From an optimization exercise on the open Yosys and OpenROAD flow, aimed at small area, a short achievable clock period and few clock cycles per item; shortcuts taken in it are not production practice.
RTL that was checked went through simulation tests only; none was proved equivalent to the original.

==> quartz <==
## csb_crc
module csb_crc (
    input  wire        clk,
    input  wire        rst,         
    input  wire        in_valid,
    output wire        in_ready,
    input  wire        in_init,
    input  wire [2:0]  in_nbytes,   
    input  wire [31:0] in_data,
    output wire        idle,
    output wire [31:0] result
);
    localparam [31:0] POLY = 32'hEDB88320;
    reg [31:0] code;       
    reg [3:0]  step;       
    function [31:0] shift2;
        input [31:0] c;
        integer i;
        reg [31:0] t;
        begin
            t = c;
            for (i = 0; i < 2; i = i + 1)
                t = t[0] ? ((t >> 1) ^ POLY) : (t >> 1);
            shift2 = t;
        end
    endfunction
    wire full    = in_valid &  in_nbytes[2];
    wire partial = in_valid & ~in_nbytes[2] & (in_nbytes[1:0] != 2'd0);
    wire [1:0] nm1  = in_nbytes[1:0] - 2'd1;
    wire       last = (step == {nm1, 2'b11});
    wire        init_now = in_valid & in_init & (step == 4'd0);
    wire [31:0] crc      = ~code | {32{init_now}};
    wire [1:0]  pair     = in_data[2*step +: 2];
    wire [31:0] x = crc ^ in_data;
    wire [31:0] f;
    wire m32 = x[2] ^ x[7];
    wire m33 = x[0] ^ x[22];
    wire m34 = x[3] ^ x[6];
  ...
Settings: LEC_CHECK=0, ABC_CLOCK_PERIOD_IN_PS=1500, CAP_MARGIN=20, CORE_MARGIN=2, CORE_UTILIZATION=40, SLEW_MARGIN=20; clock period 5.0 ns.
run.sh (not shown) runs the stock make flow with config.mk's settings and CLKGATE_MAP_FILE= SYNTH_SCRIPT=/design/flow/synth_recipe.tcl, a recipe that flattens the netlist after the stock synthesis.
==> indigo (differences from quartz) <==
--- a/flow/design.v
+++ b/flow/design.v
@@ -7,34 +7,39 @@
     input  wire [2:0]  in_nbytes,   
     input  wire [31:0] in_data,
     output wire        idle,
     output wire [31:0] result
 );
     localparam [31:0] POLY = 32'hEDB88320;
     reg [31:0] code;       
-    reg [3:0]  step;       
-    function [31:0] shift2;
+    reg        pend;       
+    reg        part;       
+    reg        back;       
+    reg [3:0]  left;       
+    reg        busy;       
+    reg        idle_q;     
+    function [31:0] unshift2;
         input [31:0] c;
         integer i;
         reg [31:0] t;
         begin
             t = c;
             for (i = 0; i < 2; i = i + 1)
-                t = t[0] ? ((t >> 1) ^ POLY) : (t >> 1);
-            shift2 = t;
+                t = t[31] ? (((t ^ POLY) << 1) | 32'd1) : (t << 1);
+            unshift2 = t;
         end
     endfunction
-    wire full    = in_valid &  in_nbytes[2];
-    wire partial = in_valid & ~in_nbytes[2] & (in_nbytes[1:0] != 2'd0);
-    wire [1:0] nm1  = in_nbytes[1:0] - 2'd1;
-    wire       last = (step == {nm1, 2'b11});
-    wire        init_now = in_valid & in_init & (step == 4'd0);
-    wire [31:0] crc      = ~code | {32{init_now}};
-    wire [1:0]  pair     = in_data[2*step +: 2];
-    wire [31:0] x = crc ^ in_data;
+    wire accept  = in_valid & ~busy & ~rst;
+    wire partial = ~in_nbytes[2] & (in_nbytes[1:0] != 2'd0);
+    wire clr     = rst | (accept & in_init);
+    wire [31:0] b = {in_data[31:24] & {8{accept & in_nbytes[2]}},
+                     in_data[23:16] & {8{accept & (in_nbytes[2] | (in_nbytes[1] & in_nbytes[0]))}},
+                     in_data[15:8]  & {8{accept & (in_nbytes[2] | in_nbytes[1])}},
+                     in_data[7:0]   & {8{accept & (in_nbytes != 3'd0)}}};
+    wire [31:0] x = ~code;
     wire [31:0] f;
     wire m32 = x[2] ^ x[7];
     wire m33 = x[0] ^ x[22];
     wire m34 = x[3] ^ x[6];
     wire m35 = x[1] ^ x[23];
     wire m36 = x[4] ^ m33;
     wire m37 = x[16] ^ x[28];
@@ -267,27 +272,42 @@
     assign f[25] = m210;
     assign f[26] = m214;
     assign f[27] = m221;
     assign f[28] = m225;
     assign f[29] = m229;
     assign f[30] = m234;
     assign f[31] = m238;
-    wire [31:0] crc_full = f;
-    wire [31:0] crc_part = shift2(crc ^ {30'd0, pair});
-    always @(posedge clk) begin
+    wire [31:0] stepped = ~f ^ b;
+    wire [31:0] kept    = ({32{~clr}} & (back ? ~unshift2(~code) : code)) ^ b;
+    always @(posedge clk)
+        code <= (pend & ~clr) ? stepped : kept;
+    reg       pend_n, part_n, back_n, busy_n;
+    reg [3:0] left_n;
+    always @(*) begin
+        pend_n = accept & (in_nbytes != 3'd0);
+        part_n = accept & partial;
         if (rst) begin
-            code <= 32'd0;
-            step <= 4'd0;
+            back_n = 1'b0;
+            busy_n = 1'b0;
+            left_n = 4'd0;
+        end else if (accept) begin
+            back_n = 1'b0;
+            busy_n = partial;
+            left_n = {~in_nbytes[1:0], 2'b00} + 4'd4;
         end else begin
-            if (full)
-                code <= ~crc_full;
-            else if (partial)
-                code <= ~crc_part;
-            else
-                code <= ~crc;
-            step <= (partial && !last) ? step + 4'd1 : 4'd0;
+            back_n = (pend & part) | (back & (left != 4'd1));
+            busy_n = busy & ~(back & (left == 4'd1));
+            left_n = left - {3'd0, back};
         end
     end
-    assign in_ready = ~partial | last;
-    assign idle     = (step == 4'd0);
+    always @(posedge clk) begin
+        pend   <= pend_n;
+        part   <= part_n;
+        back   <= back_n;
+        busy   <= busy_n;
+        left   <= left_n;
+        idle_q <= ~(pend_n | back_n);
+    end
+    assign in_ready = ~busy;
+    assign idle     = idle_q;
     assign result   = code;
 endmodule
==> flow/flow/run.sh (new file) <==
#!/bin/bash
# Standard layout, with plain buf_1 cells as the port buffers and the
# state flip-flops (which drive the whole next-state network and the
# result ports) upsized after placement.
set -e
export BUFFER_PORTS_ARGS="-buffer_cell sky130_fd_sc_hd__buf_1"
bash standard.sh place > standard_place.log 2>&1
openroad -no_init -exit flow/upsize.tcl > upsize.log 2>&1
bash standard.sh finish > standard.log 2>&1
==> flow/flow/upsize.tcl (new file) <==
# Upsize the code register's flip-flops in the placed design, then
# legalize the placement again.
set odb orfs/results/sky130hd/csb_crc/base/3_place.odb
read_db $odb
read_liberty $::env(FLOW_HOME)/platforms/sky130hd/lib/sky130_fd_sc_hd__tt_025C_1v80.lib
set block [ord::get_db_block]
set n 0
foreach inst [$block getInsts] {
  if {[[$inst getMaster] getName] eq "sky130_fd_sc_hd__dfxtp_1" && [string match "code*" [$inst getName]]} {
    replace_cell [$inst getName] sky130_fd_sc_hd__dfxtp_2
    incr n
  }
}
puts "upsized $n flip-flops"
detailed_placement
check_placement
write_db $odb
==> flow/standard.sh (new file) <==
#!/bin/bash
# synth_recipe.tcl (not shown) runs the flow's synth.tcl, then flattens the netlist and writes it again
# the make line also repeats each setting of config.mk as NAME=value (left out here)
make -C /OpenROAD-flow-scripts/flow DESIGN_CONFIG=/design/flow/config.mk WORK_HOME=/design/flow/orfs CLKGATE_MAP_FILE= SYNTH_SCRIPT=/design/flow/synth_recipe.tcl "${@:-finish}"
Settings changed: ABC_CLOCK_PERIOD_IN_PS 1500 to unset, CTS_BUF_LIST set to sky130_fd_sc_hd__clkbuf_4 sky130_fd_sc_hd__clkbuf_8, CTS_CLUSTER_DIAMETER set to 100, CTS_CLUSTER_SIZE set to 30, GPL_ROUTABILITY_DRIVEN set to 0, SETUP_SLACK_MARGIN set to 3.1, TNS_END_PERCENT set to 0.
removed: flow/run.sh
==> comparison table <==
item	quartz	indigo
Result of the run	complete, no violations	complete, no violations
Synth Area in Simple Gates	0.0724	0.0552
Post-Route Skew	7.01 ps	14.8 ps
Number of nets in the final layout	870	554
Detailed-routing iteration count for the pre-antenna-repair pass	5	4
Worst setup slack before clock tree synthesis	982 ps	2290 ps
Data required, critical path	4000 ps	5200 ps
Global-route track usage on met2	0.407	0.363
Hold-critical path depth	1	2
Clock root buffer	sky130_fd_sc_hd__clkbuf_16	sky130_fd_sc_hd__clkbuf_8
Netlist Area Pre-Place	6860 sq um	4530 sq um
Met3 routed wirelength	2290 um	801 um
Share of synthesized area occupied by flip-flops and latches	0.105	0.181
Depth of the worst register-to-register path	9	5
Crit path capture	in_ready	code[3]
Multi-input logic cell count	679	371
Wire length of the first global-routing pass	34700 um	20400 um
Largest net degree at the start of global routing	37	36
Slowest library cell on the worst path	sky130_fd_sc_hd__clkdlybuf4s50_1	sky130_fd_sc_hd__xnor3_1
Routed wire length	23500 um	13400 um
DPL Wire Length	18600 um	9520 um
Testbench counts of indigo, summed over its fixed seeds: cycles 24,576, bytes 97,536.
The RTL of quartz was laid out without a check of its function.

==> inputs of 11-21 <==
csb_crc with an RTL version that a note above also has.
export LEC_CHECK = 0
export CAP_MARGIN = 20
export CORE_MARGIN = 2
export CORE_UTILIZATION = 40
export CTS_BUF_LIST = sky130_fd_sc_hd__clkbuf_16
export CTS_CLUSTER_DIAMETER = 500
export CTS_CLUSTER_SIZE = 100
export SETUP_SLACK_MARGIN = 3.0
export SLEW_MARGIN = 20
export TNS_END_PERCENT = 0
create_clock -name core_clock -period 5.0 [get_ports {clk}]
standard.sh (not shown) runs the stock make flow with config.mk's settings and CLKGATE_MAP_FILE= SYNTH_SCRIPT=/design/flow/synth_recipe.tcl, a recipe that flattens the netlist after the stock synthesis.
==> flow/flow/run.sh <==
#!/bin/bash
# Standard layout, with plain buf_1 cells as the port buffers and the
# state flip-flops (which drive the whole next-state network and the
# result ports) upsized after placement.
set -e
export BUFFER_PORTS_ARGS="-buffer_cell sky130_fd_sc_hd__buf_1"
bash standard.sh place > standard_place.log 2>&1
openroad -no_init -exit flow/upsize.tcl > upsize.log 2>&1
bash standard.sh finish > standard.log 2>&1
==> flow/flow/upsize.tcl <==
# Upsize the code register's flip-flops in the placed design, then
# legalize the placement again.
set odb orfs/results/sky130hd/csb_crc/base/3_place.odb
read_db $odb
read_liberty $::env(FLOW_HOME)/platforms/sky130hd/lib/sky130_fd_sc_hd__tt_025C_1v80.lib
set block [ord::get_db_block]
set n 0
foreach inst [$block getInsts] {
  if {[[$inst getMaster] getName] eq "sky130_fd_sc_hd__dfxtp_1" && [string match "code*" [$inst getName]]} {
    replace_cell [$inst getName] sky130_fd_sc_hd__dfxtp_2
    incr n
  }
}
puts "upsized $n flip-flops"
detailed_placement
check_placement
write_db $odb
==> 11-18 (differences from 11-21) <==
--- a/flow/design.v
+++ b/flow/design.v
@@ -9,17 +9,15 @@
     output wire        idle,
     output wire [31:0] result
 );
     localparam [31:0] POLY = 32'hEDB88320;
     reg [31:0] code;       
     reg        pend;       
-    reg        part;       
     reg        back;       
     reg [3:0]  left;       
     reg        busy;       
-    reg        idle_q;     
     function [31:0] unshift2;
         input [31:0] c;
         integer i;
         reg [31:0] t;
         begin
             t = c;
@@ -277,37 +275,34 @@
     assign f[30] = m234;
     assign f[31] = m238;
     wire [31:0] stepped = ~f ^ b;
     wire [31:0] kept    = ({32{~clr}} & (back ? ~unshift2(~code) : code)) ^ b;
     always @(posedge clk)
         code <= (pend & ~clr) ? stepped : kept;
-    reg       pend_n, part_n, back_n, busy_n;
+    reg       pend_n, back_n, busy_n;
     reg [3:0] left_n;
     always @(*) begin
         pend_n = accept & (in_nbytes != 3'd0);
-        part_n = accept & partial;
         if (rst) begin
             back_n = 1'b0;
             busy_n = 1'b0;
             left_n = 4'd0;
         end else if (accept) begin
             back_n = 1'b0;
             busy_n = partial;
-            left_n = {~in_nbytes[1:0], 2'b00} + 4'd4;
+            left_n = partial ? {~in_nbytes[1:0], 2'b00} + 4'd4 : 4'd0;
         end else begin
-            back_n = (pend & part) | (back & (left != 4'd1));
+            back_n = (pend & (left != 4'd0)) | (back & (left != 4'd1));
             busy_n = busy & ~(back & (left == 4'd1));
             left_n = left - {3'd0, back};
         end
     end
     always @(posedge clk) begin
         pend   <= pend_n;
-        part   <= part_n;
         back   <= back_n;
         busy   <= busy_n;
         left   <= left_n;
-        idle_q <= ~(pend_n | back_n);
     end
     assign in_ready = ~busy;
-    assign idle     = idle_q;
+    assign idle     = ~(pend | back);
     assign result   = code;
 endmodule
CTS_BUF_LIST = sky130_fd_sc_hd__clkbuf_4 sky130_fd_sc_hd__clkbuf_8   (was sky130_fd_sc_hd__clkbuf_16)
CTS_CLUSTER_DIAMETER = 100   (was 500)
CTS_CLUSTER_SIZE = 30   (was 100)
==> summary of the runs <==
Against 11-21, the routed wire length of 11-18 is larger by about 18%. In 11-21 the synthesized area is lower than in 11-18, by about 11%. Against 11-18, the via count of 11-21 is smaller by 16%. In 11-21 the worst hold slack is lower than in 11-18, by 0.0093 ns. Of 11-21 and 11-18, 11-18 has the higher synthesized cell count (gap about 5%, measured against 11-18).
Testbench counts of 11-21, summed over its fixed seeds: cycles 24,576, bytes 97,536.
No functional check of the RTL was part of 11-18.

-- port drivers added, routing unchanged --
In the flow no input, the clock included, has a driving cell. The finished layouts below were timed again as built, in two steps.
Step 1, drivers: a clkbuf_16 drives clk and a buf_2 each remaining input, both assumed.
Step 2, shift: input delay + t, output delay - t, t = (earliest + latest rising clock arrival at the registers) / 2. This alone moves slack from input paths to output paths.
a / b / c = no drivers / after step 1 / after step 2; a / b = the first two.
| run | t, ns | setup WS [ns] | hold slack, ns | worst register clock-pin slew, ns |
|---|---|---|---|---|
| quartz | 0.329 | 0.985 / 0.964 / 0.964 | 0.573 / 0.573 / 0.573 | 0.06 / 0.06 |
| indigo | 0.345 | 2.919 / 2.901 / 2.639 | 0.565 / 0.565 / 0.565 | 0.10 / 0.10 |
| 11-21 | 0.333 | 2.902 / 2.902 / 2.614 | 0.568 / 0.568 / 0.568 | 0.07 / 0.07 |
| 11-18 | 0.345 | 2.864 / 2.864 / 2.541 | 0.577 / 0.577 / 0.577 | 0.08 / 0.08 |
After both steps every run listed still meets setup and hold. The setup slack of 11-18, which loses most, moves by 0.000 ns with the drivers and by -0.323 ns with both steps.
